From an optimization exercise on the open Yosys and OpenROAD flow, aimed at small area, a short achievable clock period and few clock cycles per item; shortcuts taken in it are not production practice.
Only simulation tests tie the RTL to the original design; equivalence was not proved.
Power is estimated from default activity; no workload was simulated.

==> flow/design.v <==
module rev_counter (
    input  wire         clk,
    input  wire         rst,
    input  wire [16:0]  tap,           
    input  wire [271:0] landmarks,     
    input  wire         req_valid,
    output wire         req_ready,
    input  wire [16:0]  req_seed,
    output wire         resp_valid,
    input  wire         resp_ready,
    output reg          resp_timeout,
    output wire [17:0]  resp_count
);
    localparam K  = 16;         
    localparam KB = 4;          
    localparam R  = 8;          
    localparam CB = 17 - KB;    
    localparam H  = 10;         
    localparam [1:0] T_LM = 2'd0, T_REF = 2'd1, T_TO = 2'd2;
    localparam [1:0] S_INIT = 2'd0, S_IDLE = 2'd1, S_RUN = 2'd2, S_DONE = 2'd3;
    reg [1:0]    state;
    reg [3:0]    icnt;        
    reg [16:0]   row [1:R];
    assign req_ready  = (state == S_IDLE);
    assign resp_valid = (state == S_DONE);
    integer r, j;
    always @(posedge clk) begin
        row[1] <= {tap[15:0], 1'b1};
        for (r = 2; r <= R; r = r + 1) begin
            row[r][0] <= row[r-1][16];
            for (j = 0; j < 16; j = j + 1)
                row[r][j+1] <= row[r-1][j] ^ (row[r-1][16] & row[1][j+1]);
        end
    end
    reg [16:0]  A;
    reg [K-1:0] Lr;
    reg [1:0]   wv;           
    reg [16:0] stepK;
    reg [16:0] cur;
    integer bnk, q;
    always @(*) begin
        cur = A;
        for (bnk = 0; bnk < K / R; bnk = bnk + 1) begin
            stepK = cur >> R;
            for (q = 1; q <= R; q = q + 1)
                stepK[17-R+q-1] = ^(row[q] & cur);
            cur = stepK;
        end
        stepK = cur;
    end
    wire [K+16:0] Z = {A, Lr};
    reg [K-1:0] cR, cP;
    integer i, k;
    always @(*) begin
        for (i = 0; i < K; i = i + 1) begin
            cR[i] = (Z[i +: 17] == 17'h00001);
            cP[i] = 1'b0;
            for (k = 0; k < 16; k = k + 1)
                cP[i] = cP[i] | (Z[i +: H] == landmarks[17*k +: H]);
        end
    end
    reg [K-1:0]  P, Q;        
    reg [K+16:0] Zc;          
    reg          cv;          
    reg [CB:0]   b1;          
    reg [K-1:0] dmask;        
    wire [K-1:0] pend = (P | Q) & ~dmask;
    reg [KB-1:0] first;
    integer f;
    always @(*) begin
        first = {KB{1'b0}};
        for (f = K - 1; f >= 0; f = f - 1)
            if (pend[f]) first = f[KB-1:0];
    end
    wire [K-1:0] first_oh = {{(K-1){1'b0}}, 1'b1} << first;
    wire         last_blk = b1[CB];                  
    wire         stall    = cv && !last_blk && |(pend & ~first_oh);
    reg          tv;
    reg [1:0]    tk;
    reg [17:0]   tc;          
    reg [16:0]   Vw;
    reg          ev;
    reg [1:0]    ek;
    reg [17:0]   ec;          
    reg [15:0]   eq;
    reg [15:0] cEq;
    integer e;
    always @(*)
        for (e = 0; e < 16; e = e + 1)
            cEq[e] = (Vw == landmarks[17*e +: 17]);
    reg [3:0] hidx;
    integer h;
    always @(*) begin
        hidx = 4'd0;
        for (h = 15; h >= 0; h = h - 1)
            if (eq[h]) hidx = h[3:0];
    end
    wire lm_hit = (ek == T_LM) && |eq;
    wire finish = ev && ((ek != T_LM) || lm_hit);
    assign resp_count = ec;
    always @(posedge clk) begin
        if (rst) begin
            state <= S_INIT;
            icnt  <= 4'd0;
            wv    <= 2'b00;
            cv    <= 1'b0;
            tv    <= 1'b0;
            ev    <= 1'b0;
        end else begin
            case (state)
                S_INIT: begin
                    icnt <= icnt + 4'd1;
                    if (icnt == R) state <= S_IDLE;
                end
                S_IDLE: if (req_valid) begin
                    A     <= req_seed;
                    wv    <= 2'b01;
                    cv    <= 1'b0;
                    tv    <= 1'b0;
                    ev    <= 1'b0;
                    b1    <= {(CB+1){1'b0}};
                    dmask <= {K{1'b0}};
                    state <= S_RUN;
                end
                S_RUN: begin
                    if (!stall) begin
                        A  <= stepK;
                        Lr <= A[K-1:0];
                        wv <= {wv[0], 1'b1};
                        P  <= cP;
                        Q  <= cR;
                        Zc <= Z;
                        cv <= wv[1];
                        if (cv) b1 <= b1 + 1'b1;
                        dmask <= {K{1'b0}};
                    end else begin
                        dmask <= dmask | first_oh;
                    end
                    tv <= cv && (last_blk || |pend);
                    tk <= last_blk ? (Q[0] ? T_REF : T_TO) : (Q[first] ? T_REF : T_LM);
                    tc <= {b1[CB-1:0], last_blk ? {KB{1'b0}} : first};
                    Vw <= Zc[first +: 17];
                    ev <= tv;
                    ek <= tk;
                    ec <= tc;
                    eq <= cEq;
                    if (finish) begin
                        resp_timeout <= (ek == T_TO);
                        if (ek == T_TO)
                            ec <= 18'd0;
                        else if (ek == T_LM)
                            ec <= {ec[17:13] + {1'b0, hidx}, ec[12:0]};   
                        else
                            ec <= ec;
                        state <= S_DONE;
                    end
                end
                S_DONE: if (resp_ready) state <= S_IDLE;
                default: state <= S_IDLE;
            endcase
        end
    end
endmodule
==> flow/flow/run.sh <==
#!/bin/bash
# Standard synthesis and layout (standard.sh), with two changes to how the
# layout is made: ports are buffered with buf_1 instead of the default
# delay buffer, and setup repair aims below the 10 ns clock (margin).
set -euo pipefail
export BUFFER_PORTS_ARGS="-buffer_cell sky130_fd_sc_hd__buf_1"
export SETUP_SLACK_MARGIN=7
bash standard.sh finish > flow.log 2>&1
==> flow/standard.sh <==
#!/bin/bash
# synth_recipe.tcl (not shown) runs the flow's synth.tcl, then flattens the netlist and writes it again
# the make line also repeats each setting of config.mk as NAME=value (left out here)
make -C /OpenROAD-flow-scripts/flow DESIGN_CONFIG=/design/flow/config.mk WORK_HOME=/design/flow/orfs CLKGATE_MAP_FILE= SYNTH_SCRIPT=/design/flow/synth_recipe.tcl "${@:-finish}"
==> flow/config.mk <==
export PLATFORM = sky130hd
export DESIGN_NAME = rev_counter
export DESIGN_NICKNAME = rev_counter
export VERILOG_FILES = /design/flow/design.v
export SDC_FILE = /design/flow/constraint.sdc
export NUM_CORES = 4
export LEC_CHECK = 0
export CAP_MARGIN = 20
export CORE_MARGIN = 2
export CORE_UTILIZATION = 40
export SLEW_MARGIN = 20
==> flow/constraint.sdc <==
create_clock -name core_clock -period 10.0 [get_ports {clk}]
set_input_delay 2.0000 -clock core_clock [delete_from_list [all_inputs] [get_ports {clk}]]
set_output_delay 2.0000 -clock core_clock [all_outputs]
set_load 0.01 [all_outputs]
==> run notes <==
[power breakdown]
group	leakage, nW	total, mW	switching, mW	internal [mW]
combinational	21.7	6.80	3.20	3.59
sequential	2.95	1.86	0.228	1.63
clock	0.567	1.35	0.603	0.747
total	25.2	10.0	4.04	5.97
[cells by family after synthesis]
family,synth area share [%]
buf+inv,5.74
compound gates,1.83
fa+ha+maj,0.363
simple gates,16.6
mux,2.42
xor+xnor,56.2
flops,16.8
[routing by layer]
layer | vias up | share of wire, %
met3 | 1127 | 15
li1 | 21500 | -
met4 | 10 | 8.2
met5 | - | 0.028
met1 | 24600 | 38
met2 | 4240 | 40
[cell usage in the layout, fill, tap and decap left out, drive strengths merged, types with 7 or more instances in the layout]
master  Yosys  routed
a31oi      10      10
nor3       41      41
bufbuf      0      11
clkbuf    480      95
mux2       23      23
xnor2    1648    1648
o21bai     21      21
o21a       11      11
nor4      474     474
o21ai      21      21
nand2     415     420
dfxtp     146     146
nor2       60      60
nand3      48      48
and2       19      26
a21oi      20      20
o21ba       7       7
mux2i      96      96
xnor3      16      16
inv        17      18
and3       11      11
nand4     439     439
buf       250    1371
xor2     1534    1534
clkinv      1       7
ha         13      13
o211ai      7       7
edfxtp    184     184
[flip-flops by register name, summed over array words and instances, names as in the netlist, 14 cells and up]
signal and flops:
dmask 16, Zc 32, b1 14, ec 18, tc 17, eq 16, Q 16, row 135
A 17, Vw 17, P 16
[cell type report]
type / count / area share, %
well taps: 1650 / 3.06
inverters: 18 / 0.128
diodes: 6 / 0.0223
clock buffers: 55 / 1.52
flip-flops and latches: 330 / 12.6
multi-input cells: 5002 / 62.1
repair buffers: 1422 / 20.4
clock inverters: 9 / 0.215
[stage by stage]
| step | power (mW) | hold slack, ns | cell area, sq um | util [%] | instances |
|---|---|---|---|---|---|
| 6_report | 10.0 | 0.437 | 67500 | 53.9 | 8492 |
| 5_1_grt | 10.4 | 0.456 | 67500 | 53.9 | 8490 |
| 4_1_cts | 9.17 | 0.439 | 62300 | 49.7 | 8126 |
| 3_5_place_dp | 6.60 | 0.421 | 53000 | 42.3 | 7579 |
| 3_3_place_gp | 6.52 | 0.408 | 53000 | 42.3 | 7579 |
| 2_1_floorplan | 5.56 | 0.326 | 55400 | - | 6068 |
[synthesized netlist by cell type, types with 23 or more instances]
cell type	count	area, sq um
nor4_1	474	2970
xor2_1	1534	13400
nor2_1	58	218
mux2i_1	96	961
buf_1	208	781
nand4_1	439	2750
xnor2_1	1639	14400
nor3_1	41	205
dfxtp_1	146	2920
nand3_1	48	240
buf_2	32	160
edfxtp_1	184	5530
nand2_1	414	1550
mux2_2	23	259
clkbuf_1	480	1800
[worst max-delay path, cell delays in order]
cell and delay (ns):
buf_6 0.09, buf_12 0.13, buf_8 0.12, buf_8 0.12, xor2_2 0.14, nor4_2 0.19
nand4_1 0.66, nand4_1 0.47, nor2_2 0.11, nand3_4 0.17
[final timing paths]
kind	start	end	slack (ns)	cells past startpoint
setup / recovery	landmarks[55]	P[15]$_DFFE_PP_	6.22	10
hold / removal	tk[0]$_DFFE_PP_	ek[0]$_DFFE_PP_	0.44	0
setup reg to reg	Zc[31]$_DFFE_PP_	P[15]$_DFFE_PP_	6.36	8
hold reg to reg	tk[0]$_DFFE_PP_	ek[0]$_DFFE_PP_	0.44	0
[what timing repair did]
| item | 4_1_cts | 5_1_grt |
|---|---|---|
| gates cloned | 32 | 13 |
| pin swaps | 123 | 194 |
| setup endpoints to repair | 209 | 242 |
| setup buffers | 451 | 347 |
| resized for setup | 773 | 452 |
==> out/metrics.yaml <==
cts_hold_buf: 0
clock_latency_ns: 0.60
finalHoldViolations: 0
ys_types: 68
required_ns: 10.44
use_met1_pct: 45.8
period_share_pct: 37.8
portBuffers: 329
skew_ns: 0.0457
dr.first_iter.drc_count: 7389
multi_input_area_sq_mm: 0.0419
viasPerCell: 6.07
grt_pass1_vias: 47200
die_width_um: 359
fin_tns_setup_ns: 0
dpl_worst_slack_ns: 4.46
postRouteAntennaNets: 0
rows: 130
place_hpwl_um: 138000
grt_pass1_wl_um: 328000
ir_drop_mv: 0.416
yosysSeqAreaShare_pct: 16.8
cap_violations: 0
status: "complete, no violations"
cts_root_buf: "clkbuf_16"
powerDensity_mw_per_mm2: 148
arrival_ns: 4.22
syn_area_sq_mm: 0.0503
finalSetupViolations: 0
tightest_slew_ns: 1.06
final_layout_size_suffix_gt1_share_pct: 23.9
grt.busiest_layer: "met2"
critPathMaxFanout: 5
dr.pass1.iters: 8
max_freq_mhz: 264
wl_per_cell_um: 28.2
start_util_pct: 40.2
drc: 0
numClockSinks: 330
clockBufferDepth: 3
fp.coreArea_sq_mm: 0.125
synth_flop_cell: "edfxtp_1"
numCtsBuffers: 35
met2_usage_pct: 47.5
antenna_found_initial: 12
nets: 7133
syn-instance-count: 6068
use_met3_pct: 9.59
worst_slack_ns: 6.22
relSlewSlack_pct: 29.1
drv_slew: 0
nFillCells: 10900
vias: 51600
timing_worst_setup_path_type: "input port to flip-flop"
regArea_sq_mm: 0.00847
track_usage_pct: 34.1
synth-edff-count: 184
grt-ovfl-total: 0
rsz0062_at_grt: "yes"
die_h_um: 359
async_flop_share_pct: 0
layout_min_cycle_time_ns: 3.78
pin_count: 331
hold_path.class: "flip-flop to flip-flop"
fp.dieArea_sq_mm: 0.129
syn-num-nets: 6392
startpoint_type: "input port"
cts_tree: "built"
crit_path_end_kind: "flip-flop"
area_delta_synth_final_pct: 34.0
clk_pin_slew_ns: 0.07
place_congestion: 0.937
grt_start_max_net_pins: 106
cts-htree-levels: 2
ys_warn_count: 2
syn_area_per_cell_sq_um: 8.29
drt-total-wl_um: 240000
ys_ff_latch: 330
p_leak_nw: 25.2
Testbench counts, summed over its fixed seeds: cycles 38,967, items 128.

## re-timing with driven ports
In the flow no input, the clock included, has a driving cell. The finished layout below was timed again as built, in two steps. Step 1 (the two cells are an assumption about what drives the block):
set clk [get_ports {clk}]
set_driving_cell -lib_cell sky130_fd_sc_hd__clkbuf_16 $clk
set_driving_cell -lib_cell sky130_fd_sc_hd__buf_2 [delete_from_list [all_inputs] $clk]
Step 2, shift: input delay + t, output delay - t, t = (earliest + latest rising clock arrival at the registers) / 2. This alone moves slack from input paths to output paths. a / b / c = ideal ports / drivers / drivers and shift; a / b = the first two.
t (ns): 0.636
slack for setup (ns): 6.217 / 6.245 / 5.609
hold slack, ns: 0.437 / 0.437 / 0.437
worst setup path after step 2: input to register
worst register clock-pin slew, ns: 0.07 / 0.07
After both steps this run still meets setup and hold. The setup slack of this run moves by +0.028 ns with the drivers and by -0.608 ns with both steps.
